This is an optimization exercise on Yosys and OpenROAD, whose aim is small area, a short achievable clock period and few clock cycles per item, not a production implementation.
Only simulation tests tie the RTL to the original design; equivalence was not proved.
No activity file was given, so power comes from the tool's default toggle rates.

File: flow/flow/run.sh
#!/bin/bash
set -euo pipefail
export BUFFER_PORTS_ARGS="-buffer_cell sky130_fd_sc_hd__buf_4"
export SETUP_SLACK_MARGIN=7.2
bash standard.sh > flow_make.log 2>&1
File: flow/standard.sh
#!/bin/bash
# synth_recipe.tcl (not shown) runs the flow's synth.tcl, then flattens the netlist and writes it again
# the make line also repeats each setting of config.mk as NAME=value (left out here)
make -C /OpenROAD-flow-scripts/flow DESIGN_CONFIG=/design/flow/config.mk WORK_HOME=/design/flow/orfs CLKGATE_MAP_FILE= SYNTH_SCRIPT=/design/flow/synth_recipe.tcl "${@:-finish}"
File: flow/design.v
module bpp_codec (
    input  wire        clk,
    input  wire        rst,
    input  wire        cmd_valid,
    output wire        cmd_ready,
    input  wire        cmd_unpack,
    input  wire [1:0]  cmd_fam,
    input  wire [5:0]  cmd_bw,
    input  wire [31:0] cmd_init,
    input  wire        in_valid,
    output wire        in_ready,
    input  wire [31:0] in_data,
    output wire        out_valid,
    input  wire        out_ready,
    output wire [31:0] out_data,
    output reg         res_valid,
    output reg  [2:0]  res_err,
    output reg  [5:0]  res_bw,
    output reg  [31:0] res_seed,
    output reg  [7:0]  res_count,
    output reg  [5:0]  res_nrec
);
    localparam T_P = 2'd0;    
    localparam T_U = 2'd1;    
    localparam T_X = 2'd2;    
    function [31:0] lomask;   
        input [5:0] n;
        integer b;
        begin
            for (b = 0; b < 32; b = b + 1) lomask[b] = (b < n);
        end
    endfunction
    reg  [1023:0] ring;
    reg  [4:0]    ph;                  
    wire [31:0]   tap = ring[31:0];
    wire [4:0]    wa  = ph - 5'd1;     
    wire          l2_we;
    reg  [31:0]   l2_d;
    always @(posedge clk) begin
        ring[1023:992] <= ring[31:0];
        ring[991:960]  <= l2_we ? l2_d : ring[1023:992];
        ring[959:0]    <= ring[991:32];
    end
    always @(posedge clk) begin
        if (rst) ph <= 5'd0;
        else     ph <= ph + 5'd1;
    end
    reg [31:0] q0, q1;
    reg [1:0]  qn;
    reg        in_rdy;
    reg        i_valid;
    reg        i_unpack;
    reg [1:0]  i_fam;
    reg [5:0]  i_bw;
    reg [31:0] i_init;
    reg [2:0]  i_err;
    reg [5:0]  i_pu;         
    reg        u_init_pend;  
    reg        cmd_rdy;
    reg        l_valid;
    reg        l_u;
    reg [1:0]  l_fam;
    reg [5:0]  l_bw;         
    reg [5:0]  l_pu;
    reg [5:0]  l_j;
    reg        l_first, l_last, l_done;    
    reg [4:0]  l_p;          
    reg [6:0]  l_need;       
    reg [31:0] v_r;
    reg        lb_valid, lb_first, lb_last, lb_u;
    reg [1:0]  lb_fam;
    reg [5:0]  lb_bw;
    reg [31:0] l_prev;       
    reg        l_subz;       
    reg [31:0] or_acc;
    reg        l_zero;
    reg        l2_valid, l2_first, l2_tag, l2_gap, l2_hit;
    reg [4:0]  l2_addr;
    reg [4:0]  l_base;
    reg        rn_valid;
    reg [1:0]  rn_type;
    reg [1:0]  rn_fam;
    reg [5:0]  rn_bw;
    reg        rn_bwv, rn_auto;
    reg [4:0]  rn_base;
    reg        e_valid;
    reg [1:0]  e_type;
    reg [1:0]  e_fam;
    reg [5:0]  e_bw;
    reg        e_bwv;
    reg        e_auto;
    reg [2:0]  e_err;
    reg [4:0]  e_addr;
    reg        e_hit;
    reg [5:0]  e_j;
    reg [4:0]  e_p;
    reg [4:0]  e_amt;
    reg        e_adv;        
    reg [31:0] acc;
    reg [31:0] seed_e;       
    reg        seed_cap;
    reg        o0_full, o0_tok, o0_last;
    reg [31:0] o0_d;
    reg        out_vld;
    reg [5:0]  rp_bw;
    reg [2:0]  rp_err;
    reg        rp_seedv;
    reg [7:0]  rp_count;
    reg        rp_nrec;
    assign cmd_ready = cmd_rdy;
    wire cmd_fire = cmd_valid & cmd_rdy;
    wire [2:0] cmd_err = (cmd_bw > 6'd32) ? 3'd3 :
                         (cmd_unpack && cmd_bw == 6'd0) ? 3'd4 : 3'd0;
    wire own_l = (l_pu != 6'd0);
    wire own_i = ~own_l & (i_pu != 6'd0);
    assign in_ready = in_rdy;
    wire push = in_valid & in_rdy;
    wire q0v = (qn != 2'd0);
    wire q1v = qn[1];
    reg  live_r, okf_r;
    assign l2_we = l2_valid & ~live_r & (l2_first ? okf_r : l2_hit);
    wire lb_fire = lb_valid & (~l2_valid | l2_we) & (~lb_last | ~rn_valid);
    reg         l_span, l_adv;    
    wire        l1_fire = l_valid & ~l_done & q0v & (~l_u | ~l_span | q1v) &
                          (~lb_valid | lb_fire);
    wire        q_pop  = l1_fire & (~l_u | l_adv);
    wire [47:0] fs1    = l_p[4] ? {q1, q0[31:16]}       : {q1[15:0], q0};
    wire [39:0] fs2    = l_p[3] ? fs1[47:8] : fs1[39:0];
    wire [35:0] fs3    = l_p[2] ? fs2[39:4] : fs2[35:0];
    wire [33:0] fs4    = l_p[1] ? fs3[35:2] : fs3[33:0];
    wire [31:0] fs5    = l_p[0] ? fs4[32:1] : fs4[31:0];
    wire [31:0] umask  = l_u ? lomask(l_bw) : 32'hFFFF_FFFF;
    wire [31:0] vm     = fs5 & umask;
    wire [31:0] v_nx   = (l_u & (l_fam == 2'd3)) ? {vm[0], vm[31:1] ^ {31{vm[0]}}} : vm;
    wire [31:0] psub   = (l_fam == 2'd0) ? 32'd0 :
                         (l_fam == 2'd1) ? 32'd1 :
                         (l_first ? q0 : v_r);
    wire [31:0] ubase  = (l_fam == 2'd0) ? 32'd0 :
                         (l_fam == 2'd1) ? 32'd1 : i_init;
    wire        famd_b = lb_fam[1];
    wire [32:0] add_s  = {1'b0, v_r} + {1'b0, l_prev};
    wire        lt     = ~add_s[32] & ~l_subz;       
    wire [31:0] tf     = (lb_fam == 2'd3) ? {add_s[30:0] ^ {31{lt}}, lt} : add_s[31:0];
    wire [31:0] wd     = lb_u ? add_s[31:0] : ((famd_b & lb_first) ? v_r : tf);
    wire        zero_fin = (lb_first ? 1'b0 : l_zero) | (~lb_u & (lb_fam == 2'd1) & (v_r == 32'd0));
    wire [31:0] sm1 = or_acc | {1'b0, or_acc[31:1]};
    wire [31:0] sm2 = sm1 | {2'b0, sm1[31:2]};
    wire [31:0] sm4 = sm2 | {4'b0, sm2[31:4]};
    wire [31:0] sm8 = sm4 | {8'b0, sm4[31:8]};
    wire [31:0] sm  = sm8 | {16'b0, sm8[31:16]};      
    wire [32:0] top = {1'b0, sm} & ~{2'b0, sm[31:1]};  
    reg  [5:0]  enc_bw;
    integer k;
    always @(*) begin
        enc_bw = {5'd0, ~sm[0]};
        for (k = 0; k < 32; k = k + 1)
            if (top[k]) enc_bw = enc_bw | (k[5:0] + 6'd1);
    end
    wire       e_first = (e_j == 6'd0);
    wire [5:0] bw_now = (e_auto & ~e_bwv) ? enc_bw : e_bw;
    wire [6:0] need   = e_first ? {1'b0, bw_now} : ({2'b00, e_p} + {1'b0, e_bw});
    wire       adv_first = (e_auto & ~e_bwv) ? or_acc[31] : e_bw[5];
    wire       adv    = e_first ? adv_first : e_adv;
    wire [6:0] need_nx = {2'b00, need[4:0]} + {1'b0, bw_now};
    wire o_consume = o0_full & ~res_valid & (o0_tok | out_ready);
    wire o_free    = ~o0_full | o_consume;
    wire r_out    = (e_type != T_P) | adv;           
    wire a_ok     = (~r_out | (o_free & ~(e_last & ((o0_full & o0_last) | res_valid)))) &
                    ~((e_type == T_P) & e_first & o0_full & o0_last & ~o_consume);
    wire a_fire_r = e_valid & (e_type != T_X) & e_hit & a_ok;
    wire a_fire_x = e_valid & (e_type == T_X) & a_ok;
    wire a_fire   = a_fire_r | a_fire_x;
    wire e_last   = (e_type == T_X) | (e_j == 6'd31);
    wire e_free   = ~e_valid | (a_fire & e_last);
    wire        raw0   = e_first & e_fam[1];
    wire [31:0] pmask  = (e_auto | raw0 | (e_type == T_U)) ? 32'hFFFF_FFFF : lomask(e_bw);
    wire [31:0] xa     = tap & pmask;
    wire [31:0] rr1    = e_amt[4] ? {xa[15:0], xa[31:16]} : xa;
    wire [31:0] rr2    = e_amt[3] ? {rr1[7:0], rr1[31:8]} : rr1;
    wire [31:0] rr3    = e_amt[2] ? {rr2[3:0], rr2[31:4]} : rr2;
    wire [31:0] rr4    = e_amt[1] ? {rr3[1:0], rr3[31:2]} : rr3;
    wire [31:0] rr5    = e_amt[0] ? {rr4[0], rr4[31:1]} : rr4;
    wire        ins   = a_fire & r_out;
    wire [31:0] rot   = rr5;
    wire [31:0] pc    = raw0 ? 32'd0 : rot;
    wire [31:0] lo_a  = lomask({1'b0, e_p});
    wire [31:0] wf    = (e_first ? 32'd0 : acc) | (pc & ~lo_a);
    wire [31:0] sp    = pc & lo_a;
    wire [31:0] bd    = (e_type == T_U) ? rot : wf;
    wire        b_tok = (e_type == T_X);
    wire o0_full_n = ins | (o0_full & ~o_consume);
    wire o0_tok_n  = ins ? b_tok : o0_tok;
    wire res_n     = o_consume & o0_last;
    assign out_valid = out_vld;
    assign out_data  = o0_d;
    wire l_last_fire = l1_fire & l_last;
    wire i_ok    = (i_err == 3'd0);
    wire i_to_l  = i_valid & i_ok & (~l_valid | l_done | l_last_fire);
    wire i_to_r  = i_valid & ~i_ok & ~l_valid & ~lb_valid & ~rn_valid & e_free;
    wire hand    = lb_fire & lb_last;                  
    wire [1:0] h_type = lb_u ? T_U : (zero_fin ? T_X : T_P);
    wire hand_r  = hand & e_free;                      
    wire hand_n  = hand & ~e_free;                     
    wire rn_to_r = rn_valid & e_free;
    wire e_load  = hand_r | rn_to_r | i_to_r;
    wire [4:0] base_n = rn_to_r ? rn_base : l_base;
    wire       e_valid_nx = e_load | (e_valid & ~(a_fire & e_last));
    wire [1:0] e_type_nx  = rn_to_r ? rn_type : hand_r ? h_type : i_to_r ? T_X : e_type;
    wire       l2_tag_nx  = lb_fire ? hand_r : (rn_to_r | l2_tag);
    wire       l2_gap_nx  = lb_fire ? (lb_u | (lb_bw == 6'd32) | (lb_bw == 6'd0)) : l2_gap;
    wire       live_nx    = e_valid_nx & (e_type_nx != T_X) & ~l2_tag_nx & ~a_fire_r;
    wire       okf_nx     = ~(l2_gap_nx & a_fire_r & e_first);
    wire [5:0] l_pu_n = l_pu - {5'd0, push & own_l};
    wire [5:0] i_pu_n = i_pu - {5'd0, push & own_i};
    wire       i_valid_n = cmd_fire | (i_valid & ~(i_to_l | i_to_r));
    wire [5:0] i_pu_nx   = cmd_fire ? ((cmd_err != 3'd0) ? 6'd0 : (cmd_unpack ? cmd_bw : 6'd32)) :
                           (i_to_l | i_to_r) ? 6'd0 : i_pu_n;
    wire [5:0] l_pu_nx   = i_to_l ? i_pu_n : l_pu_n;
    wire       uip_n     = (i_to_l & i_unpack) | (u_init_pend & ~(l1_fire & l_u & l_first));
    wire [1:0] qn_pop    = qn - {1'b0, q_pop};
    wire [1:0] qn_n      = qn_pop + {1'b0, push};
    wire       l_valid_nx  = i_to_l | (l_valid & ~(l_last_fire | l_done));
    wire       l_done_nx   = ~i_to_l & (l1_fire ? l_last : l_done);
    wire       l_u_nx      = i_to_l ? i_unpack : l_u;
    wire [6:0] l_need_nx   = i_to_l ? (i_unpack ? {1'b0, i_bw} : 7'd0) :
                             (l1_fire & l_u) ? ({2'b00, l_need[4:0]} + {1'b0, l_bw}) : l_need;
    wire       l_span_nx   = (l_need_nx > 7'd32);
    wire       l_adv_nx    = l_need_nx[5] | l_need_nx[6];
    wire       lb_valid_nx = l1_fire | (lb_valid & ~lb_fire);
    wire       lb_last_nx  = l1_fire ? l_last : lb_last;
    wire       rn_valid_nx = hand_n | (rn_valid & ~rn_to_r);
    wire       l2_valid_nx = lb_fire | (l2_valid & ~l2_we);
    wire       l2_first_nx = lb_fire ? lb_first : l2_first;
    wire       l2_hit_nx   = l2_we | (ph == l2_addr);
    wire       l2_we_nx    = l2_valid_nx & ~live_nx & (l2_first_nx ? okf_nx : l2_hit_nx);
    wire       lb_fire_nx  = lb_valid_nx & (~l2_valid_nx | l2_we_nx) & (~lb_last_nx | ~rn_valid_nx);
    wire       l1_fire_nx  = l_valid_nx & ~l_done_nx & (qn_n != 2'd0) &
                             (~l_u_nx | ~l_span_nx | qn_n[1]) & (~lb_valid_nx | lb_fire_nx);
    wire       q_pop_nx    = l1_fire_nx & (~l_u_nx | l_adv_nx);
    wire       q_room_nx   = ~qn_n[1] | q_pop_nx;
    wire       l_nz_af   = (push & own_l) ? (|l_pu[5:1]) : (|l_pu);
    wire       i_nz_af   = (push & own_i) ? (|i_pu[5:1]) : (|i_pu);
    wire       l_nz_nx   = i_to_l ? i_nz_af : l_nz_af;
    wire       i_nz_nx   = cmd_fire ? ((cmd_err == 3'd0) & (~cmd_unpack | (cmd_bw != 6'd0))) :
                           (i_to_l | i_to_r) ? 1'b0 : i_nz_af;
    wire [31:0] q0_keep = q0v ? q0 : in_data;
    wire [31:0] q0_pop  = qn[1] ? q1 : in_data;
    always @(posedge clk) begin
        q0 <= q_pop ? q0_pop : q0_keep;
        q1 <= (qn[1] & ~q_pop) ? q1 : in_data;
        if (cmd_fire) begin
            i_unpack <= cmd_unpack;
            i_fam    <= cmd_fam;
            i_bw     <= cmd_bw;
            i_init   <= cmd_init;
            i_err    <= cmd_err;
        end
        if (i_to_l) begin
            l_u    <= i_unpack;
            l_fam  <= i_fam;
            l_bw   <= i_bw;
            l_p    <= 5'd0;
            l_need <= i_unpack ? {1'b0, i_bw} : 7'd0;
        end else if (l1_fire & l_u) begin
            l_p    <= l_need[4:0];
            l_need <= {2'b00, l_need[4:0]} + {1'b0, l_bw};
        end
        if (l1_fire) begin
            v_r      <= v_nx;
            lb_first <= l_first;
            lb_last  <= l_last;
            lb_u     <= l_u;
            lb_fam   <= l_fam;
            lb_bw    <= l_bw;
        end
        if (lb_fire) begin
            or_acc <= lb_first ? tf : (or_acc | tf);
            l_zero <= zero_fin;
            l2_d   <= wd;
            l2_first <= lb_first;
            l2_gap   <= lb_u | (lb_bw == 6'd32) | (lb_bw == 6'd0);
        end
        if (l1_fire & ~l_u) begin
            l_prev <= 32'd0 - psub;
            l_subz <= (psub == 32'd0);
        end
        else if (l1_fire & l_first)
            l_prev <= ubase;
        else if (lb_fire & lb_u & famd_b)
            l_prev <= add_s[31:0];
        if (l2_we) begin
            l2_addr <= ph;
            if (l2_first) l_base <= wa;
        end
        l2_hit <= l2_we | (ph == l2_addr);
        if (hand_n) begin
            rn_type <= h_type;
            rn_fam  <= lb_fam;
            rn_bw   <= lb_bw;
            rn_bwv  <= lb_u | (lb_bw != 6'd0);
            rn_auto <= ~lb_u & (lb_bw == 6'd0);
            rn_base <= l_base;
        end else if (rn_valid & ~rn_bwv) begin
            rn_bw   <= enc_bw;
            rn_bwv  <= 1'b1;
        end
        if (e_load) begin
            e_j   <= 6'd0;
            e_p   <= 5'd0;
            e_amt <= 5'd0;
            e_addr <= base_n;
            e_hit  <= (ph + 5'd1 == base_n);
        end else begin
            if (a_fire) begin
                e_j    <= e_j + 6'd1;
                e_addr <= e_addr + 5'd1;
                if (e_type == T_P) begin
                    e_p   <= need[4:0];
                    e_amt <= 5'd0 - need[4:0];
                    e_adv <= need_nx[5] | need_nx[6];
                end
            end
            e_hit <= a_fire_r | (ph + 5'd1 == e_addr);
        end
        if (rn_to_r) begin
            e_type <= rn_type;
            e_fam  <= rn_fam;
            e_bw   <= rn_bwv ? rn_bw : enc_bw;
            e_auto <= rn_auto;
            e_err  <= (rn_type == T_X) ? 3'd5 : 3'd0;
        end else if (hand_r) begin
            e_type <= h_type;
            e_fam  <= lb_fam;
            e_bw   <= lb_bw;
            e_auto <= ~lb_u & (lb_bw == 6'd0);
            e_err  <= (h_type == T_X) ? 3'd5 : 3'd0;
        end else if (i_to_r) begin
            e_type <= T_X;
            e_fam  <= i_fam;
            e_bw   <= 6'd0;
            e_auto <= 1'b0;
            e_err  <= i_err;
        end else if (e_valid & ~e_bwv) begin
            e_bw   <= enc_bw;
        end
        okf_r <= okf_nx;
        seed_cap <= a_fire_r & (e_type == T_P) & e_first & e_fam[1];
        if (seed_cap) seed_e <= ring[1023:992];
        if (a_fire & (e_type == T_P)) begin
            acc <= adv ? sp : wf;
        end
        if (ins) begin
            o0_d    <= bd;
            o0_last <= e_last;
        end
        o0_tok <= o0_tok_n;
        if (ins & e_last) begin
            rp_bw    <= (e_type == T_X) ? 6'd0 : bw_now;
            rp_err   <= e_err;
            rp_seedv <= (e_type == T_P) & e_fam[1];
            rp_count <= (e_type == T_X) ? 8'd0 :
                        ((e_type == T_U) && (e_fam == 2'd2)) ? 8'd32 : {bw_now, 2'b00};
            rp_nrec  <= (e_type == T_U) && e_fam[0];
        end
    end
    always @(posedge clk) begin
        if (rst) begin
            qn          <= 2'd0;
            l_span      <= 1'b0;
            l_adv       <= 1'b0;
            in_rdy      <= 1'b0;
            i_valid     <= 1'b0;
            i_pu        <= 6'd0;
            u_init_pend <= 1'b0;
            cmd_rdy     <= 1'b0;
            l_valid     <= 1'b0;
            l_pu        <= 6'd0;
            l_j         <= 6'd0;
            l_first     <= 1'b1;
            l_last      <= 1'b0;
            l_done      <= 1'b0;
            lb_valid    <= 1'b0;
            l2_valid    <= 1'b0;
            l2_tag      <= 1'b0;
            rn_valid    <= 1'b0;
            live_r      <= 1'b0;
            e_valid     <= 1'b0;
            e_bwv       <= 1'b0;
            o0_full     <= 1'b0;
            out_vld     <= 1'b0;
            res_valid   <= 1'b0;
        end else begin
            qn      <= qn_n;
            in_rdy  <= q_room_nx & (l_nz_nx | i_nz_nx);
            l_span  <= l_span_nx;
            l_adv   <= l_adv_nx;
            i_valid     <= i_valid_n;
            i_pu        <= i_pu_nx;
            u_init_pend <= uip_n;
            cmd_rdy     <= ~i_valid_n & ~uip_n;
            l_pu <= l_pu_nx;
            if (i_to_l) begin
                l_valid <= 1'b1;
                l_j     <= 6'd0;
                l_first <= 1'b1;
                l_last  <= 1'b0;
                l_done  <= 1'b0;
            end else begin
                if (l1_fire) begin
                    l_j     <= l_j + 6'd1;
                    l_first <= 1'b0;
                    l_last  <= (l_j == 6'd30);
                    l_done  <= l_last;
                end
                if (l_last_fire | l_done)
                    l_valid <= 1'b0;
            end
            if (l1_fire)
                lb_valid <= 1'b1;
            else if (lb_fire)
                lb_valid <= 1'b0;
            if (lb_fire)
                l2_valid <= 1'b1;
            else if (l2_we)
                l2_valid <= 1'b0;
            if (lb_fire)
                l2_tag <= hand_r;
            else if (rn_to_r)
                l2_tag <= 1'b1;
            live_r <= live_nx;
            if (hand_n)
                rn_valid <= 1'b1;
            else if (rn_to_r)
                rn_valid <= 1'b0;
            if (e_load) begin
                e_valid <= 1'b1;
                e_bwv   <= hand_r ? (lb_u | (lb_bw != 6'd0)) : 1'b1;
            end else begin
                if (a_fire & e_last)
                    e_valid <= 1'b0;
                if (e_valid)
                    e_bwv <= 1'b1;
            end
            o0_full   <= o0_full_n;
            res_valid <= res_n;
            out_vld   <= o0_full_n & ~o0_tok_n & ~res_n;
        end
    end
    always @(*) begin
        res_err   = rp_err;
        res_bw    = rp_bw;
        res_seed  = rp_seedv ? seed_e : 32'd0;
        res_count = rp_count;
        res_nrec  = {rp_nrec, 5'd0};
    end
endmodule
File: flow/config.mk
export PLATFORM = sky130hd
export DESIGN_NAME = bpp_codec
export DESIGN_NICKNAME = bpp_codec
export VERILOG_FILES = /design/flow/design.v
export SDC_FILE = /design/flow/constraint.sdc
export NUM_CORES = 4
export LEC_CHECK = 0
export ABC_AREA = 1
export CAP_MARGIN = 20
export CORE_MARGIN = 2
export CORE_UTILIZATION = 40
export CTS_BUF_LIST = sky130_fd_sc_hd__clkbuf_16
export CTS_CLUSTER_DIAMETER = 80
export CTS_CLUSTER_SIZE = 25
export SLEW_MARGIN = 20
File: flow/constraint.sdc
create_clock -name core_clock -period 11.0 [get_ports {clk}]
set_input_delay 2.2000 -clock core_clock [delete_from_list [all_inputs] [get_ports {clk}]]
set_output_delay 2.2000 -clock core_clock [all_outputs]
set_load 0.01 [all_outputs]
==> results.yml, run 1 <==
setup_path:
  timing.critical_path.slowest_cell_delay_ns: 0.43
  worstReg2RegEnd: "l2_d[14]"
  cp_max_fo: 8
  cp_required_ns: 8.80
  worstPathBufferInverterCount: 4
  crit_path_cell_trace: "buf_12 > buf_16 > nand2_4 > inv_2 > buf_6"
  timing.critical_path.max_delay_family: "buffers and inverters"
  worst-r2r-cell-count: 16
  type_of_element_capturing_the_critical_path: "output pin"
  cp_launch_type: "flop"
  critical_path.reg2reg.startpoint: "v_r[3]"
  timing.reg2reg.setup_slack_ns: 7.43
  crit_path_top_delay_cell: "sky130_fd_sc_hd__edfxtp_1"
  worstSetupPathType: "reg2out"
  cp_data_arrival_time_ns: 1.78
synth:
  yosysWarnings: 1
  synth_ff_type: "sky130_fd_sc_hd__dfxtp_1"
  yosys.area.top_type_share_pct: 42.1
  synth_cell_type_count: 75
  netlist.top_cell.by_area: "sky130_fd_sc_hd__dfxtp_1"
  synthesis.instances: 5165
  synth-seq-area-share_pct: 65.7
  yosys-top-cells-area: "sky130_fd_sc_hd__dfxtp_1 42%, sky130_fd_sc_hd__edfxtp_1 24%, sky130_fd_sc_hd__nand2_1 8.4%, sky130_fd_sc_hd__nand3_1 4.6%, sky130_fd_sc_hd__inv_1 3.0%"
  postSynthRegisterBits: 1521
  synth_enable_flop_cells: 414
  post_synth.cell_area_avg_um2: 10.2
  asyncSetResetFlopFracSynth_pct: 0
  post_synth_instance_area_mm2: 0.0526
sta:
  post_route_clock_skew_ns: 0.0630
  layout_worst_path_cycle_share_pct: 36.2
  fmaxAchievable_mhz: 251
  report.final.hold_viol_count: 0
  min_period_ns: 3.98
  setup-tns-final_ns: 0
  rsz0062_at_grt: "yes"
  maxSlewViolCount: 0
  slew_headroom_pct: 28.4
  worstMarginPinSlew_ns: 1.07
  setup_viol: 0
  worst_hold_slack_after_final_layout_ns: 0.295
global_routing:
  globalRoute.totalOverflow: 0
  grt_pass1_vias: 32800
  grt_first_pass_wirelength_um: 189000
  antenna_found_initial: 0
  grt_overall_usage_pct: 17.9
  grt_max_degree: 71
placement:
  placement.cell_area_mm2: 0.0555
  routability_congestion_estimate: 0.935
  hpwlAfterDp_um: 88500
  port_buffers: 161
layout:
  drive_gt1_share_pct: 10.8
  filler_cell_count: 12300
  layout.area.seq_mm2: 0.0346
  multiInputGateArea_mm2: 0.0158
  final_common_cell: "sky130_fd_sc_hd__nand2_1"
  stdcell_area_mm2: 0.0588
  final_cell_mix: "1142 x sky130_fd_sc_hd__nand2_1, 1105 x sky130_fd_sc_hd__dfxtp_1, 481 x sky130_fd_sc_hd__nand3_1, 414 x sky130_fd_sc_hd__edfxtp_1, 413 x sky130_fd_sc_hd__inv_1"
  nNetsFinal: 5415
  antennaDiodeCount: 0
  syn2layout_area_growth_pct: 11.7
clocking:
  cts-buffers-inserted: 81
  clk-insertion-delay-late_ns: 0.74
  clock_sinks: 1521
  cts.htree.levels: 3
  post_cts_hold_buffer_count: 0
  tritoncts_clock_tree: "yes"
  cts-root-buf: "sky130_fd_sc_hd__clkbuf_16"
  clock_tree_buf_depth: 3
  clk_pin_slew_ns: 0.09
die:
  die_height_um: 367
  die_footprint_mm2: 0.134
  io_pins: 169
  num_rows: 133
  design.core.area_mm2: 0.131
  die_w_um: 367
  starting_density_of_the_core_pct: 40.2
drt:
  drt_iter0_markers: 2527
  num_vias: 34600
  wirelength_per_cell_um: 17.3
  vias_per_cell: 4.89
  drt.antenna.violating_nets: 0
  wl_final_um: 123000
  first_pass_iters: 6
  drc: 0
pwr:
  vdd.ir_drop.worst_mv: 0.134
  cellPowerDensity_mw_per_mm2: 183
  leakage_nw: 24.7
min_path:
  whs_path_depth: 0
  hold_path.startpoint: "ring[845]"
  timing.hold.worst.class: "reg2reg"
  worst_hold_path.endpoint: "ring[813]"
flow_run:
  max_cap_viol_count: 0
outcome:
  run_status: "finished clean"
[how the worst max path moves through the flow]
stage,from,endpoint,slack (ns),cells after the start
CTS,rp_seedv,res_seed[5],6.90,5
finish,rp_seedv,res_seed[4],7.02,5
global route,rp_seedv,res_seed[9],6.94,5
floorplan,out_ready,o0_d[0],7.10,11
detailed placement,out_ready,e_addr[3],5.88,12
global placement,out_ready,e_addr[0],6.00,12
[repair_timing]
action | 4_1_cts | 5_1_grt
setup endpoints to repair | 176 | 257
setup buffers | 1 | 12
resized for setup | 84 | 60
gates cloned | 4 | 4
pin swaps | 11 | 22
[synth_stat cells, types with 4 or more instances]
cell type and number:
sky130_fd_sc_hd__o21ai_1 60, sky130_fd_sc_hd__inv_2 22, sky130_fd_sc_hd__edfxtp_1 414, sky130_fd_sc_hd__nand2_4 6
sky130_fd_sc_hd__clkbuf_1 95, sky130_fd_sc_hd__o21ai_0 307, sky130_fd_sc_hd__buf_6 12, sky130_fd_sc_hd__xor2_1 52
sky130_fd_sc_hd__or2_2 24, sky130_fd_sc_hd__a21oi_2 4, sky130_fd_sc_hd__o22ai_1 4, sky130_fd_sc_hd__nand3b_1 15
sky130_fd_sc_hd__buf_2 45, sky130_fd_sc_hd__inv_1 422, sky130_fd_sc_hd__xnor2_1 47, sky130_fd_sc_hd__o2111ai_1 6
sky130_fd_sc_hd__mux2i_1 31, sky130_fd_sc_hd__nand2_2 19, sky130_fd_sc_hd__nand2_1 1177, sky130_fd_sc_hd__a221oi_1 4
sky130_fd_sc_hd__buf_4 16, sky130_fd_sc_hd__buf_1 30, sky130_fd_sc_hd__a31oi_1 31, sky130_fd_sc_hd__nor2_4 11
sky130_fd_sc_hd__o21bai_1 17, sky130_fd_sc_hd__mux2_2 22, sky130_fd_sc_hd__dfxtp_1 1107, sky130_fd_sc_hd__o21ai_2 15
sky130_fd_sc_hd__nor4_1 4, sky130_fd_sc_hd__ha_1 60, sky130_fd_sc_hd__a21oi_1 127, sky130_fd_sc_hd__a21o_1 5
sky130_fd_sc_hd__o211ai_1 61, sky130_fd_sc_hd__nor3_1 42, sky130_fd_sc_hd__o31ai_1 5, sky130_fd_sc_hd__o221ai_1 6
sky130_fd_sc_hd__a21boi_1 5, sky130_fd_sc_hd__and2_1 4, sky130_fd_sc_hd__nand3_1 482, sky130_fd_sc_hd__nor2_2 13
sky130_fd_sc_hd__nand4_1 57, sky130_fd_sc_hd__nor2_1 221, sky130_fd_sc_hd__nand3_2 7
[per-stage QoR]
stage	worst slack [ns]	cells	util [%]	total power, W
3_3_place_gp	6.00	6924	42.3	0.00749
2_1_floorplan	7.10	5171	-	0.00714
6_report	7.02	7082	44.9	0.0108
3_5_place_dp	5.88	6925	42.3	0.00752
5_1_grt	6.94	7082	44.9	0.0113
4_1_cts	6.90	7066	44.6	0.0109
[final cells by class]
class / count / share of cell area, %
Timing Repair inverter: 2 / 0.0255
Clock inverter: 54 / 0.977
Inverter: 449 / 2.91
Tap cell: 1755 / 3.73
Clock buffer: 82 / 3.49
Sequential cell: 1521 / 58.8
Timing Repair Buffer: 216 / 3.17
Multi-Input combinational cell: 3003 / 26.8
[report_power, final]
group          total, W  internal [W]  switching (W)
Combinational   0.00140      0.000468       0.000937
Clock           0.00332       0.00144        0.00188
Sequential      0.00605       0.00595      0.0000964
Total            0.0108       0.00786        0.00291
[registers in the layout, indices dropped and copies added, names as in the netlist, 7 cells and up]
register / cells
ring: 1024
acc: 32
i_init: 32
l2_d: 32
l_prev: 32
o0_d: 32
or_acc: 32
q0: 32
q1: 32
seed_e: 32
v_r: 32
l_need: 7
[metal layers]
layer | routed length (um) | part of all wire, % | track usage [%] | vias to the layer above
met1 | 55800 | 46 | 24.3 | 16300
met5 | 0 | 0 | 0 | -
met3 | 5410 | 4.4 | 2.42 | 192
met4 | 4720 | 3.8 | 6.64 | 0
li1 | - | - | - | 17300
met2 | 56700 | 46 | 29.2 | 868
[worst reg2reg max path: stages, from the launching register on]
cell	delay (ns)
sky130_fd_sc_hd__edfxtp_1	0.49
sky130_fd_sc_hd__ha_1	0.40
sky130_fd_sc_hd__a21oi_1	0.17
sky130_fd_sc_hd__nand2_1	0.11
sky130_fd_sc_hd__a21oi_2	0.22
sky130_fd_sc_hd__o21ai_2	0.14
sky130_fd_sc_hd__nand3_1	0.10
sky130_fd_sc_hd__nand3_1	0.14
sky130_fd_sc_hd__nand2_1	0.12
sky130_fd_sc_hd__nand2_1	0.12
sky130_fd_sc_hd__a21oi_4	0.42
sky130_fd_sc_hd__nand2_8	0.17
sky130_fd_sc_hd__inv_2	0.25
sky130_fd_sc_hd__o21ai_0	0.15
sky130_fd_sc_hd__nand2_1	0.08
sky130_fd_sc_hd__o211ai_1	0.08
sky130_fd_sc_hd__o21ai_0	0.18
[cell families (layout without fill, tap and decap cells)]
| kind of cell | count (synthesis) | count (layout) | synth area share [%] |
|---|---|---|---|
| fa+ha+maj | 63 | 63 | 1.54 |
| compound gates | 677 | 677 | 7.38 |
| mux | 53 | 53 | 1.06 |
| other cells | 1 | 7 | 0.00713 |
| xor+xnor | 99 | 99 | 1.65 |
| flops | 1521 | 1521 | 65.7 |
| buf+inv | 648 | 803 | 5.05 |
| simple gates | 2103 | 2104 | 17.6 |
Testbench counts, summed over its fixed seeds: cycles 33,975, blocks 1,024.
==> inputs of run 2 (changes only) <==
--- a/flow/config.mk
+++ b/flow/config.mk
@@ -5,7 +5,6 @@
 export SDC_FILE = /design/flow/constraint.sdc
 export NUM_CORES = 4
 export LEC_CHECK = 0
-export ABC_AREA = 1
 export CAP_MARGIN = 20
 export CORE_MARGIN = 2
 export CORE_UTILIZATION = 40
==> run 2 against run 1 <==
Cell area shrank 2.8%. Clock-buffer cell count shrank 1. Via count shrank 14%. Clock skew shrank 0.029 ns. Die area shrank 2.4%. Total power shrank 5.8%. Non-clock buffer count shrank 6. Flip-flop and latch count shrank 1. Global-route usage shrank 0.87 points. Critical path type unchanged.
==> results.yml, run 2 <==
sta:
  maxSlewViolCount: 0
  report.final.hold_viol_count: 0
  fmaxAchievable_mhz: 257
  worst_hold_slack_after_final_layout_ns: 0.314
  worstMarginPinSlew_ns: 1.10
  setup_viol: 0
  setup_slack_ns: 7.10
  setup-tns-final_ns: 0
  slew_headroom_pct: 26.3
  post_route_clock_skew_ns: 0.0341
  rsz0062_at_grt: "yes"
  layout_worst_path_cycle_share_pct: 35.4
  min_period_ns: 3.90
drt:
  num_vias: 30000
  drc: 0
  first_pass_iters: 8
  wirelength_per_cell_um: 19.4
  wl_final_um: 114000
  drt_iter0_markers: 2191
  vias_per_cell: 5.09
  drt.antenna.violating_nets: 0
pwr:
  cellPowerDensity_mw_per_mm2: 178
  leakage_nw: 21.7
  vdd.ir_drop.worst_mv: 0.161
setup_path:
  worstReg2RegEnd: "e_adv"
  cp_data_arrival_time_ns: 1.70
  worst-r2r-cell-count: 13
  crit_path_cell_trace: "buf_12 > and2_1 > buf_4"
  type_of_element_capturing_the_critical_path: "output pin"
  timing.critical_path.slowest_cell_delay_ns: 0.42
  cp_launch_type: "flop"
  crit_path_top_delay_cell: "sky130_fd_sc_hd__edfxtp_1"
  worstSetupPathType: "reg2out"
  cp_max_fo: 32
  timing.reg2reg.setup_slack_ns: 7.29
  cp_required_ns: 8.80
  critical_path.reg2reg.startpoint: "or_acc[8]"
clocking:
  cts-buffers-inserted: 79
  clock_tree_buf_depth: 3
  clock_sinks: 1520
  cts-root-buf: "sky130_fd_sc_hd__clkbuf_16"
  clk_pin_slew_ns: 0.09
  cts.htree.levels: 3
  clk-insertion-delay-late_ns: 0.72
  tritoncts_clock_tree: "yes"
  post_cts_hold_buffer_count: 0
synth:
  synth_enable_flop_cells: 413
  synth_cell_type_count: 84
  yosys-top-cells-area: "sky130_fd_sc_hd__dfxtp_1 43%, sky130_fd_sc_hd__edfxtp_1 24%, sky130_fd_sc_hd__mux2i_1 3.3%, sky130_fd_sc_hd__mux2_2 2.5%, sky130_fd_sc_hd__nand2_1 2.5%"
  synth_ff_type: "sky130_fd_sc_hd__dfxtp_1"
  yosysWarnings: 1
  synth-seq-area-share_pct: 67.3
  netlist.top_cell.by_area: "sky130_fd_sc_hd__dfxtp_1"
  yosys.area.top_type_share_pct: 43.2
  synth_commonest_cells: "1107 x sky130_fd_sc_hd__dfxtp_1, 413 x sky130_fd_sc_hd__edfxtp_1, 342 x sky130_fd_sc_hd__nand2_1"
  post_synth_instance_area_mm2: 0.0513
  yosys.cell_count.top_type: "sky130_fd_sc_hd__dfxtp_1"
  post_synth.cell_area_avg_um2: 12.6
  asyncSetResetFlopFracSynth_pct: 0
  postSynthRegisterBits: 1520
  synthesis.instances: 4067
placement:
  port_buffers: 161
  routability_congestion_estimate: 0.892
  hpwlAfterDp_um: 81700
  detailedPlace.worstSlack_ns: 6.19
global_routing:
  grt_overall_usage_pct: 17.0
  antenna_found_initial: 3
  grt_max_degree: 70
  grt_pass1_vias: 28400
  grt_first_pass_wirelength_um: 172000
  globalRoute.totalOverflow: 0
layout:
  final_cell_mix: "1102 x sky130_fd_sc_hd__dfxtp_1, 413 x sky130_fd_sc_hd__edfxtp_1, 340 x sky130_fd_sc_hd__nand2_1, 293 x sky130_fd_sc_hd__nor2_1, 202 x sky130_fd_sc_hd__buf_4"
  syn2layout_area_growth_pct: 11.2
  final_common_cell: "sky130_fd_sc_hd__dfxtp_1"
  nNetsFinal: 4309
  largest_register_ff_count: 1024
  registers.top_by_ff_count: "ring"
  drive_gt1_share_pct: 13.8
  antennaDiodeCount: 0
min_path:
  timing.hold.worst.class: "reg2reg"
  worst_hold_path.endpoint: "ring[44]"
  hold_path.startpoint: "ring[76]"
  whs_path_depth: 0
outcome:
  run_status: "finished clean"
die:
  num_rows: 131
  die_footprint_mm2: 0.131
  io_pins: 169
  design.core.area_mm2: 0.128
  die_height_um: 362
  starting_density_of_the_core_pct: 40.3
  die_w_um: 362
flow_run:
  max_cap_viol_count: 0
==> run 2: cell types whose count changed in the layout (fill, tap and decap cells not counted), sizes merged, moves of 46 or more <==
cell,previous run,this run
mux2,22,117
inv,483,125
o21ai,384,160
nand3,490,75
mux4,0,46
nand2,1203,342
nor2,246,301
and2,4,62
mux2i,31,169
xnor2,47,107
a21oi,131,177
==> run 2: cells by family after synthesis <==
kind of cell	count (synthesis)	synth area share [%]
muxes	332	7.89
AOI/OAI and AO/OA	734	9.50
DFF	1520	67.3
adders and majority gates	63	1.58
buffers and inverters	282	2.30
xor gates and xnor gates	176	3.00
other	1	0.00730
and+or+nand+nor	959	8.41
==> run 2: metal layers <==
layer	up-vias	GRT usage [%]	routed length [um]
met2	715	27.9	53500
met1	14500	23.4	52400
met5	-	0	0
met3	161	2.27	4820
li1	14600	-	-
met4	0	5.49	3290
==> run 2: area by class of cell <==
cell class	count	area [um^2]
Clock inverter	54	499
Multi-Input combinational cell	2272	15900
Clock buffer	81	2030
Sequential cell	1520	34600
Inverter	85	339
Fill cell	11500	70400
Tap cell	1662	2080
Timing Repair Buffer	210	1660
==> run 2: worst max-delay path: cells and delay by family (launching register included) <==
| family | cells | cell delay (ns) |
|---|---|---|
| buffers and inverters | 2 | 0.31 |
| DFF | 1 | 0.42 |
| and+or+nand+nor | 1 | 0.19 |
==> run 2: worst max path at each step <==
stage,from,end,slack (ns)
finish,rp_seedv,res_seed[8],7.10
detailed placement,out_ready,rp_err[2],6.19
floorplan,out_ready,rp_bw[0],6.75
global route,rp_seedv,res_seed[8],7.03
CTS,rp_seedv,res_seed[31],7.04
global placement,out_ready,rp_err[0],6.31
==> run 2: report_power, final <==
group	internal (W)	leakage, nW	switching (W)
Combinational	0.000378	7.63	0.000576
Sequential	0.00584	12.7	0.0000859
Clock	0.00143	1.34	0.00184
==> run 2: per-stage QoR <==
stage | instance area [um^2] | std cells | utilization [%] | total power, W
6_report | 57100 | 5884 | 44.8 | 0.0102
5_1_grt | 57100 | 5884 | 44.8 | 0.0106
4_1_cts | 56900 | 5880 | 44.6 | 0.0102
3_5_place_dp | 54300 | 5743 | 42.6 | 0.00699
3_3_place_gp | 54300 | 5742 | 42.5 | 0.00698
2_1_floorplan | 51400 | 4073 | - | 0.00671
==> run 2: repair_timing <==
item | CTS | global route
gates resized for setup | 23 | 42
gates cloned | 1 | 0
setup buffers | 1 | 4
pin swaps | 1 | 3
setup endpoints to repair | 98 | 197
==> inputs of run 3 (changes only) <==
==> flow/flow/run.sh (replaced) <==
#!/bin/bash
set -euo pipefail
export BUFFER_PORTS_ARGS="-buffer_cell sky130_fd_sc_hd__buf_4"
export SETUP_SLACK_MARGIN=7.1
bash standard.sh > flow_make.log 2>&1
==> run 3 against run 2 <==
Sequential power hardly changed. Flip-flop and latch count stayed put. Critical path depth stayed put. Clock skew is 0.023 ns higher. Routed wire length hardly changed. Maximum frequency is 0.49% lower. Worst setup slack worse by 0.019 ns. Non-clock buffer count is 1 higher. Synthesized area stayed put. Still clean. Register-to-register slack worse by 0.06 ns. Critical path type unchanged. Cell count hardly changed. Combinational power hardly changed.
==> results.yml, run 3 <==
outcome:
  run_status: "finished clean"
setup_path:
  critical_path_depth: 3
  type_of_element_capturing_the_critical_path: "output pin"
  cp_launch_type: "flop"
  timing.critical_path.slowest_cell_delay_ns: 0.43
  worstPathBufferInverterCount: 2
  worst-r2r-cell-count: 9
  timing.critical_path.max_delay_family: "flip-flops"
  crit_path_top_delay_cell: "sky130_fd_sc_hd__edfxtp_1"
  crit_path_cell_trace: "buf_12 > and2_1 > buf_4"
  cp_max_fo: 32
  cp_data_arrival_time_ns: 1.72
  worstSetupPathType: "reg2out"
  cp_required_ns: 8.80
drt:
  num_vias: 30000
  drt_iter0_markers: 1926
  drc: 0
  first_pass_iters: 5
  vias_per_cell: 5.09
  drt.antenna.violating_nets: 0
  wl_final_um: 114000
  wirelength_per_cell_um: 19.4
synth:
  postSynthRegisterBits: 1520
  yosysWarnings: 1
  post_synth_instance_area_mm2: 0.0513
  synth_cell_type_count: 84
  synth-seq-area-share_pct: 67.3
  synth_ff_type: "sky130_fd_sc_hd__dfxtp_1"
  asyncSetResetFlopFracSynth_pct: 0
  post_synth.cell_area_avg_um2: 12.6
  yosys-top-cells-area: "sky130_fd_sc_hd__dfxtp_1 43%, sky130_fd_sc_hd__edfxtp_1 24%, sky130_fd_sc_hd__mux2i_1 3.3%, sky130_fd_sc_hd__mux2_2 2.5%, sky130_fd_sc_hd__nand2_1 2.5%"
  yosys.area.top_type_share_pct: 43.2
  yosys.cell_count.top_type: "sky130_fd_sc_hd__dfxtp_1"
  synth_enable_flop_cells: 413
  netlist.top_cell.by_area: "sky130_fd_sc_hd__dfxtp_1"
  synthesis.instances: 4067
  synth_commonest_cells: "1107 x sky130_fd_sc_hd__dfxtp_1, 413 x sky130_fd_sc_hd__edfxtp_1, 342 x sky130_fd_sc_hd__nand2_1"
placement:
  routability_congestion_estimate: 0.883
  port_buffers: 161
  hpwlAfterDp_um: 81600
flow_run:
  max_cap_viol_count: 0
layout:
  final_cell_mix: "1102 x sky130_fd_sc_hd__dfxtp_1, 413 x sky130_fd_sc_hd__edfxtp_1, 340 x sky130_fd_sc_hd__nand2_1, 293 x sky130_fd_sc_hd__nor2_1, 205 x sky130_fd_sc_hd__buf_4"
  final_common_cell: "sky130_fd_sc_hd__dfxtp_1"
  registers.top_by_ff_count: "ring"
  syn2layout_area_growth_pct: 11.3
  drive_gt1_share_pct: 13.7
  nNetsFinal: 4312
  filler_cell_count: 11600
  antennaDiodeCount: 0
  largest_register_ff_count: 1024
die:
  num_rows: 131
  die_height_um: 362
  starting_density_of_the_core_pct: 40.3
  io_pins: 169
  design.core.area_mm2: 0.128
  die_w_um: 362
  die_footprint_mm2: 0.131
sta:
  setup-tns-final_ns: 0
  slew_headroom_pct: 27.2
  fmaxAchievable_mhz: 255
  min_period_ns: 3.92
  report.final.hold_viol_count: 0
  setup_viol: 0
  post_route_clock_skew_ns: 0.0575
  rsz0062_at_grt: "yes"
  worstMarginPinSlew_ns: 1.09
  maxSlewViolCount: 0
  layout_worst_path_cycle_share_pct: 35.6
global_routing:
  globalRoute.totalOverflow: 0
  grt_overall_usage_pct: 17.1
  antenna_found_initial: 0
  grt_max_degree: 70
  grt_first_pass_wirelength_um: 173000
  grt_pass1_vias: 28500
min_path:
  whs_path_depth: 0
  timing.hold.worst.class: "reg2reg"
pwr:
  finalPower_w: 0.0102
  leakage_nw: 21.7
  vdd.ir_drop.worst_mv: 0.128
  cellPowerDensity_mw_per_mm2: 178
clocking:
  cts-root-buf: "sky130_fd_sc_hd__clkbuf_16"
  tritoncts_clock_tree: "yes"
  cts-buffers-inserted: 81
  cts.htree.levels: 3
  clk-insertion-delay-late_ns: 0.73
  clock_tree_buf_depth: 3
  clk_pin_slew_ns: 0.10
  clock_sinks: 1520
-- run 3: cell type report --
type | instances | area, um^2 | share of cell area, %
flip-flops and latches | 1520 | 34600 | 60.5
multi-input cells | 2272 | 15900 | 27.8
well taps | 1662 | 2080 | 3.64
clock buffers | 81 | 2030 | 3.55
repair buffers | 211 | 1640 | 2.88
clock inverters | 55 | 569 | 0.997
inverters | 85 | 340 | 0.596
-- run 3: cell families after synthesis --
family / Yosys count / synth area share, %
muxes: 332 / 7.89
DFF: 1520 / 67.3
adders and majority gates: 63 / 1.58
xor gates and xnor gates: 176 / 3.00
other: 1 / 0.00730
and+or+nand+nor: 959 / 8.41
buffers and inverters: 282 / 2.30
AOI/OAI and AO/OA: 734 / 9.50
-- run 3: timing repair --
item	in CTS	in global routing
endpoints found under the setup margin	56	168
hold buffers	0	0
gates resized for setup	11	39
pin swaps	1	2
setup buffers	0	3
gates cloned	1	0
-- run 3: stage by stage --
| stage | utilization, % | instance area (um^2) | hold WS [ns] | cells | worst slack (ns) |
|---|---|---|---|---|---|
| 2_1_floorplan | - | 51400 | 0.310 | 4073 | 6.75 |
| 3_3_place_gp | 42.5 | 54300 | 0.310 | 5744 | 6.30 |
| 3_5_place_dp | 42.6 | 54300 | 0.312 | 5745 | 6.16 |
| 4_1_cts | 44.6 | 56900 | 0.310 | 5882 | 6.99 |
| 5_1_grt | 44.8 | 57100 | 0.312 | 5886 | 6.98 |
| 6_report | 44.8 | 57100 | 0.315 | 5886 | 7.08 |
-- run 3: metal layers --
| layer | routed length (um) | vias up | GRT usage (%) |
|---|---|---|---|
| met5 | 0 | - | 0 |
| met1 | 52100 | 14500 | 23.6 |
| met4 | 2820 | 0 | 4.74 |
| met2 | 53900 | 728 | 28.1 |
| li1 | - | 14600 | - |
| met3 | 5070 | 151 | 2.34 |
-- run 3: worst reg2reg max path: cells and delay by family (launching register included) --
| family | cells | cell delay, ns |
|---|---|---|
| mux | 2 | 0.53 |
| buf+inv | 1 | 0.52 |
| simple gates | 1 | 0.26 |
| compound gates | 5 | 1.49 |
| flops | 1 | 0.78 |
-- run 3: worst paths after layout --
check | startpoint | end | slack [ns]
hold reg to reg | ring[940] | ring[908] | 0.31
setup / recovery | rp_seedv | res_seed[10] | 7.08
setup reg to reg | e_fam[1] | o0_d[23] | 7.23
hold / removal | ring[940] | ring[908] | 0.31
-- run 3: where the power goes --
group	total [W]	switching [W]	internal (W)
logic	0.000955	0.000577	0.000377
registers	0.00593	0.0000849	0.00584
clock network	0.00331	0.00186	0.00145
total	0.0102	0.00253	0.00767
==> inputs of run 4 (changes only) <==
==> flow/flow/run.sh (replaced) <==
#!/bin/bash
set -euo pipefail
export BUFFER_PORTS_ARGS="-buffer_cell sky130_fd_sc_hd__buf_4"
export SETUP_SLACK_MARGIN=7.2
bash standard.sh > flow_make.log 2>&1
--- a/flow/config.mk
+++ b/flow/config.mk
@@ -9,6 +9,6 @@
 export CORE_MARGIN = 2
 export CORE_UTILIZATION = 40
 export CTS_BUF_LIST = sky130_fd_sc_hd__clkbuf_16
-export CTS_CLUSTER_DIAMETER = 80
-export CTS_CLUSTER_SIZE = 25
+export CTS_CLUSTER_DIAMETER = 70
+export CTS_CLUSTER_SIZE = 30
 export SLEW_MARGIN = 20
==> run 4 against run 3 <==
Highest routed layer unchanged. Largest power group unchanged. First-iteration DRC count rose by 8.3%. Register-to-register slack gained 0.10 ns. Critical path depth unchanged. Critical path type unchanged. Sequential power hardly changed. Synthesized area is the same. Routed wire length about the same. Flip-flop and latch count stayed put. Non-clock buffer count rose by 1. Core utilization grew 0.35 points. Synthesized cell count did not move. Maximum frequency increased by 0.92%. Largest cell class unchanged.
==> results.yml, run 4 <==
clocking:
  cts-buffers-inserted: 82
  post_cts_hold_buffer_count: 0
  clk-insertion-delay-late_ns: 0.72
  tritoncts_clock_tree: "yes"
  clock_tree_buf_depth: 3
  cts.htree.levels: 3
  clk_pin_slew_ns: 0.10
  cts-root-buf: "sky130_fd_sc_hd__clkbuf_16"
  clock_sinks: 1520
sta:
  setup-tns-final_ns: 0
  slew_headroom_pct: 30.7
  report.final.hold_viol_count: 0
  fmaxAchievable_mhz: 258
  worstMarginPinSlew_ns: 1.04
  layout_worst_path_cycle_share_pct: 35.3
  post_route_clock_skew_ns: 0.0345
  rsz0062_at_grt: "yes"
  maxSlewViolCount: 0
  setup_viol: 0
  min_period_ns: 3.88
  setup_slack_ns: 7.12
placement:
  detailedPlace.worstSlack_ns: 6.19
  port_buffers: 161
  routability_congestion_estimate: 0.892
  placement.cell_area_mm2: 0.0543
  hpwlAfterDp_um: 81700
setup_path:
  crit_path_top_delay_cell: "sky130_fd_sc_hd__edfxtp_1"
  cp_data_arrival_time_ns: 1.68
  worstSetupPathType: "reg2out"
  type_of_element_capturing_the_critical_path: "output pin"
  cp_required_ns: 8.80
  timing.critical_path.slowest_cell_delay_ns: 0.42
  cp_max_fo: 32
  crit_path_cell_trace: "buf_12 > and2_1 > buf_4"
  cp_launch_type: "flop"
layout:
  registers.top_by_ff_count: "ring"
  drive_gt1_share_pct: 14.3
  filler_cell_count: 11500
  stdcell_area_mm2: 0.0576
  final_cell_mix: "1102 x sky130_fd_sc_hd__dfxtp_1, 413 x sky130_fd_sc_hd__edfxtp_1, 341 x sky130_fd_sc_hd__nand2_1, 293 x sky130_fd_sc_hd__nor2_1, 202 x sky130_fd_sc_hd__buf_4"
  final_common_cell: "sky130_fd_sc_hd__dfxtp_1"
  nNetsFinal: 4314
  syn2layout_area_growth_pct: 12.1
  largest_register_ff_count: 1024
global_routing:
  grt_overall_usage_pct: 17.0
  antenna_found_initial: 3
  grt_max_degree: 70
  grt_first_pass_wirelength_um: 172000
  grt_pass1_vias: 28500
  globalRoute.totalOverflow: 0
pwr:
  leakage_nw: 21.8
  cellPowerDensity_mw_per_mm2: 182
  power.share.clock_pct: 34.2
  switching_share_pct: 25.4
  sequentialPowerShare_pct: 56.7
  netSwitchingPower_w: 0.00266
  vdd.ir_drop.worst_mv: 0.145
  internal-power_w: 0.00780
  p_comb_share_pct: 9.1
  finalPower_w: 0.0105
flow_run:
  max_cap_viol_count: 0
die:
  num_rows: 131
  die_footprint_mm2: 0.131
  design.core.area_mm2: 0.128
  die_w_um: 362
  starting_density_of_the_core_pct: 40.3
  die_height_um: 362
  io_pins: 169
outcome:
  run_status: "finished clean"
synth:
  yosysWarnings: 1
  synth_commonest_cells: "1107 x sky130_fd_sc_hd__dfxtp_1, 413 x sky130_fd_sc_hd__edfxtp_1, 342 x sky130_fd_sc_hd__nand2_1"
  synth_enable_flop_cells: 413
  yosys.cell_count.top_type: "sky130_fd_sc_hd__dfxtp_1"
  synth-seq-area-share_pct: 67.3
  netlist.top_cell.by_area: "sky130_fd_sc_hd__dfxtp_1"
  postSynthRegisterBits: 1520
  synthesis.instances: 4067
  synth_ff_type: "sky130_fd_sc_hd__dfxtp_1"
  post_synth.cell_area_avg_um2: 12.6
  yosys.area.top_type_share_pct: 43.2
  synth_cell_type_count: 84
  yosys-top-cells-area: "sky130_fd_sc_hd__dfxtp_1 43%, sky130_fd_sc_hd__edfxtp_1 24%, sky130_fd_sc_hd__mux2i_1 3.3%, sky130_fd_sc_hd__mux2_2 2.5%, sky130_fd_sc_hd__nand2_1 2.5%"
  post_synth_instance_area_mm2: 0.0513
  asyncSetResetFlopFracSynth_pct: 0
drt:
  drc: 0
  wl_final_um: 114000
  drt_iter0_markers: 2085
  num_vias: 30000
  first_pass_iters: 5
  drt.antenna.violating_nets: 0
  vias_per_cell: 5.09
  wirelength_per_cell_um: 19.3
min_path:
  timing.hold.worst.class: "reg2reg"
run 4: changes by cell type in the layout (fill, tap and decap cells not counted), moves of 3 or more:
cell / change
sky130_fd_sc_hd__and2_1: -4
sky130_fd_sc_hd__and2_4: +4
sky130_fd_sc_hd__buf_4: -3
sky130_fd_sc_hd__clkbuf_16: +4
sky130_fd_sc_hd__clkinv_16: +6
sky130_fd_sc_hd__inv_1: -11
sky130_fd_sc_hd__inv_12: -3
sky130_fd_sc_hd__inv_16: +5
sky130_fd_sc_hd__inv_6: +5
sky130_fd_sc_hd__inv_8: +3
sky130_fd_sc_hd__o31ai_1: +4
sky130_fd_sc_hd__o31ai_2: -4
run 4: timing repair:
item,CTS,global route
endpoints found under the setup margin,99,212
pin swaps,1,2
cloned,1,0
resized for setup,12,50
buffers inserted,1,5
run 4: cells by family after synthesis:
kind of cell	after synthesis	share of synthesized area, %
simple gates	959	8.41
fa+ha+maj	63	1.58
mux	332	7.89
xor+xnor	176	3.00
buf+inv	282	2.30
flops	1520	67.3
compound gates	734	9.50
other cells	1	0.00730
run 4: worst paths after layout:
kind                                start  depth (start not counted)  slack (ns)            to
worst min register to register  ring[945]                          0        0.31     ring[913]
worst min-delay path            ring[945]                          0        0.31     ring[913]
worst max register to register     v_r[4]                         11        7.33      l2_d[28]
worst max-delay path             rp_seedv                          3        7.12  res_seed[19]
run 4: per-layer routing:
layer	track usage [%]	vias to the layer above	share of wire (%)
met5	0	-	0
met4	5.33	0	2.8
met3	2.35	164	4.3
met2	28.0	699	47
met1	23.3	14500	46
li1	-	14600	-
run 4: through the flow:
stage	hold WS [ns]	util (%)	std cells
floorplan	0.310	-	4073
global placement	0.310	42.5	5742
detailed placement	0.312	42.6	5743
CTS	0.300	44.9	5889
global route	0.303	45.1	5895
finish	0.306	45.1	5896
run 4: critical path: cells and delay by family (launching register included):
family	cells	cell delay, ns
buffers and inverters	2	0.32
DFF	1	0.42
and+or+nand+nor	1	0.18
run 4: final cells by class:
class,count,area (um^2),area share (%)
Sequential cell,1520,34600,60.0
Clock buffer,85,2130,3.69
Tap cell,1662,2080,3.61
Antenna cell,1,2.50,0.00435
Timing Repair Buffer,212,1680,2.93
Clock inverter,59,838,1.46
Multi-Input combinational cell,2272,15900,27.7
Inverter,85,339,0.589
run 4: power by group through the flow:
stage	registers (W)	clock network, W	logic (W)
floorplan	0.00601	0	0.000695
global placement	0.00606	0	0.000922
detailed placement	0.00606	0	0.000933
CTS	0.00593	0.00368	0.000940
global route	0.00594	0.00388	0.00105
finish	0.00593	0.00357	0.000953

[what the ideal ports hide]
The flow's constraints put no driver on any port. The routed layouts listed below were extracted and timed again, unchanged, in two steps.
Step 1 assumes that a clkbuf_16 drives the clock port and a buf_2 every other input.
Step 2, shift: input delay + t, output delay - t, t = (earliest + latest rising clock arrival at the registers) / 2. This alone moves slack from input paths to output paths.
a / b / c = ideal ports / drivers / drivers and shift; a / b = the first two.
run	shift t [ns]	slack for setup (ns)	worst hold slack (ns)	clock arrival spread, ns	worst data-port slew with drivers (ns)
run 1	0.780	7.018 / 6.948 / 6.669	0.295 / 0.295 / 0.295	0.063 / 0.063	0.07
run 2	0.771	7.102 / 7.034 / 6.635	0.314 / 0.314 / 0.314	0.040 / 0.040	0.05
run 3	0.773	7.083 / 7.008 / 6.524	0.315 / 0.315 / 0.315	0.057 / 0.058	0.05
run 4	0.779	7.118 / 7.045 / 6.604	0.306 / 0.306 / 0.306	0.041 / 0.042	0.05
After both steps every run listed still meets setup and hold. For run 3, which loses most, drivers alone change the setup slack by -0.075 ns; drivers and shift together by -0.559 ns.
